This design comes from an exercise in tuning for small area, a short achievable clock period and few clock cycles per item on the open sky130 flow, not from production work.
At most, simulation tests tie the RTL to the original design; equivalence was not proved.
Power and IR drop assume default switching activity.

== 01-14 ==
Design k2000_payload_codec, start of the top module:
module k2000_payload_codec (
    input  wire        clk,
    input  wire        rst,
    input  wire        cmd_valid,
    output wire        cmd_ready,
    input  wire        cmd_dir,       
    input  wire [3:0]  cmd_n,         
    input  wire [20:0] cmd_size,      
    input  wire        in_valid,
    output wire        in_ready,
    input  wire [7:0]  in_data,
    input  wire        in_last,
    output wire        out_valid,
    input  wire        out_ready,
    output wire [7:0]  out_data,
    output wire        out_last,
    output wire        done,
    output wire [2:0]  status,
    output wire [23:0] info_a,
    output wire [23:0] info_b
);
Size in the first run: roughly 1600 cells after synthesis, about 160 flip-flops, about 100 I/O pins.
Settings: LEC_CHECK=0, CAP_MARGIN=20, CORE_MARGIN=2, CORE_UTILIZATION=40, CTS_BUF_LIST=sky130_fd_sc_hd__clkbuf_4 sky130_fd_sc_hd__clkbuf_8, CTS_CLUSTER_SIZE=20, PLACE_DENSITY=0.8, SETUP_SLACK_MARGIN=5, SLEW_MARGIN=20; clock period 10.0 ns.
standard.sh (not shown) runs the stock make flow with config.mk's settings and CLKGATE_MAP_FILE= SYNTH_SCRIPT=/design/flow/synth_recipe.tcl, a recipe that flattens the netlist after the stock synthesis.
==> flow/flow/run.sh <==
#!/bin/bash
# Standard ORFS layout (the standard.sh, its synthesis unchanged) with a
# tighter timing-repair target and buf_1 port buffers. The clock period and
# SDC are the standard flow's own (constraint.sdc).
set -euo pipefail
bash standard.sh \
  "SETUP_SLACK_MARGIN=6.3" \
  "BUFFER_PORTS_ARGS=-buffer_cell sky130_fd_sc_hd__buf_1" \
  finish > standard.log 2>&1
Testbench counts of 01-14, summed over its fixed seeds: cycles 55,644, items 27,958.
Inputs modified between 01-14 and 08-01:
-- flow/design.v --
<<< 01-14, line 37
    reg         bad;
    reg  [2:0]  n;
    reg  [20:0] size;
    reg         padv;        
>>> 08-01, line 37
    reg         bad;
    reg  [2:0]  n;
    reg  [3:0]  thr;         
    reg  [20:0] size;
    reg         padv;        
<<< 01-14, line 97
    wire        tk     = act && take && (dir || (!in_last && dat));
    wire [3:0]  n4     = {1'b0, n};
    wire [3:0]  thr    = 4'd8 - n4;                         
    wire [22:0] ya     = {acc, 8'd0} >> cnt;
    wire [7:0]  chunk  = in_data & nmask;
>>> 08-01, line 98
    wire        tk     = act && take && (dir || (!in_last && dat));
    wire [3:0]  n4     = {1'b0, n};
    wire [22:0] ya     = {acc, 8'd0} >> cnt;
    wire [7:0]  chunk  = in_data & nmask;
<<< 01-14, line 131
    wire        r_dec  = dir ? (enc && take) : emit;
    wire        r_nz_n = r_dec ? !(rz || r1) : !rz;
    wire [4:0]  dstep  = acc[4:0];                          
    wire        dv_sz  = (dstep < 5'd21);
    wire        dv_last = (dstep == 5'd23);
>>> 08-01, line 131
    wire        r_dec  = dir ? (enc && take) : emit;
    wire        r_nz_n = r_dec ? !(rz || r1) : !rz;
    wire [4:0]  dstep  = sum[4:0];                          
    wire        dv_sz  = (dstep < 5'd21);
    wire        dv_last = (dstep == 5'd23);
<<< 01-14, line 224
            dir      <= cmd_dir;
            n        <= cmd_n[2:0];
            bad      <= cn_bad;
            size     <= cmd_size;
>>> 08-01, line 224
            dir      <= cmd_dir;
            n        <= cmd_n[2:0];
            thr      <= 4'd8 - {1'b0, cmd_n[2:0]};
            bad      <= cn_bad;
            size     <= cmd_size;
<<< 01-14, line 236
            ebyte    <= 8'd0;
            sum      <= 7'd0;
            acc      <= cn_div ? 15'd0 : {3'd0, r7a};
            cnt      <= cmd_dir ? (4'd8 - cmd_n) : 4'd0;
            first    <= 1'b1;
>>> 08-01, line 237
            ebyte    <= 8'd0;
            sum      <= 7'd0;
            acc      <= {3'd0, r7a};
            cnt      <= cmd_dir ? (4'd8 - cmd_n) : 4'd0;
            first    <= 1'b1;
<<< 01-14, line 301
                        mal     ? {16'd0, ebyte} : 24'd0;
            end
            if (d_code == ST_LENGTH) begin
                acc <= 15'd0;
                pad <= 3'd0;
            end
        end
        if (e_bend)
>>> 08-01, line 302
                        mal     ? {16'd0, ebyte} : 24'd0;
            end
            pad <= 3'd0;
            sum <= 7'd0;
        end
        if (e_bend)
<<< 01-14, line 314
            if (dv_sz)
                size <= {size[19:0], size[20]};
            acc[4:0] <= dstep + 5'd1;
        end
    end
>>> 08-01, line 313
            if (dv_sz)
                size <= {size[19:0], size[20]};
            sum <= dv_last ? 7'd0 : {2'd0, dstep + 5'd1};
        end
    end
## What came out
- 08-01 ended up with a higher cell area after placement than 01-14 did.
- Comparing the two runs side by side, 08-01 comes out ahead of 01-14 on register-to-register setup slack.
- Going from 01-14 to 08-01, wire length reported by the detailed router grows by 1.1 mm.
- On final worst-path setup slack, 01-14 loses to 08-01.
- Between 08-01 and 01-14, the final design area excluding fillers does not differ in any meaningful way.
- On post-layout minimum cycle time, 01-14 loses to 08-01.
- Looking at launching instance or port of the critical path, the in_data[0] result is from 01-14; the in_data[7] one comes from 08-01.
- Taking 01-14 as the reference point, the power in combinational cells of 08-01 falls by about 3%.
- [compare] base=01-14 new=08-01: routed metal-1 wirelength rose by 2.5%, utilization of the core after routing moved down, power went down 1.7%, post-synth design cell area increased 2.5%.
- Against 01-14, 08-01 comes in 0.023 ns lower on hold slack.
The RTL of 08-01 was laid out without a check of its function.

port drivers added, routing unchanged:
The flow's constraints put no driver on any port. The routed layouts listed below were extracted and timed again, unchanged, in two steps. Step 1: set_driving_cell puts a clkbuf_16 on clk and a buf_2 on each other input, an assumption about the parent block. Step 2 times the ports against the registers' clock, not the clock port: input delays grow and output delays shrink by t, the midpoint of the rising clock arrivals with the driver on. a / b / c = ideal ports / drivers / drivers and shift; a / b = the first two.
| run | shift t [ns] | slack for setup (ns) | latest minus earliest clock arrival (ns) | worst slew at a driven data input, ns |
|---|---|---|---|---|
| 01-14 | 0.523 | 6.257 / 6.271 / 5.748 | 0.024 / 0.024 | 0.11 |
| 08-01 | 0.522 | 6.326 / 6.342 / 5.820 | 0.031 / 0.032 | 0.09 |
After both steps setup and hold are still met in every run listed. For 01-14, which loses most, drivers alone change the setup slack by +0.014 ns; drivers and shift together by -0.509 ns.
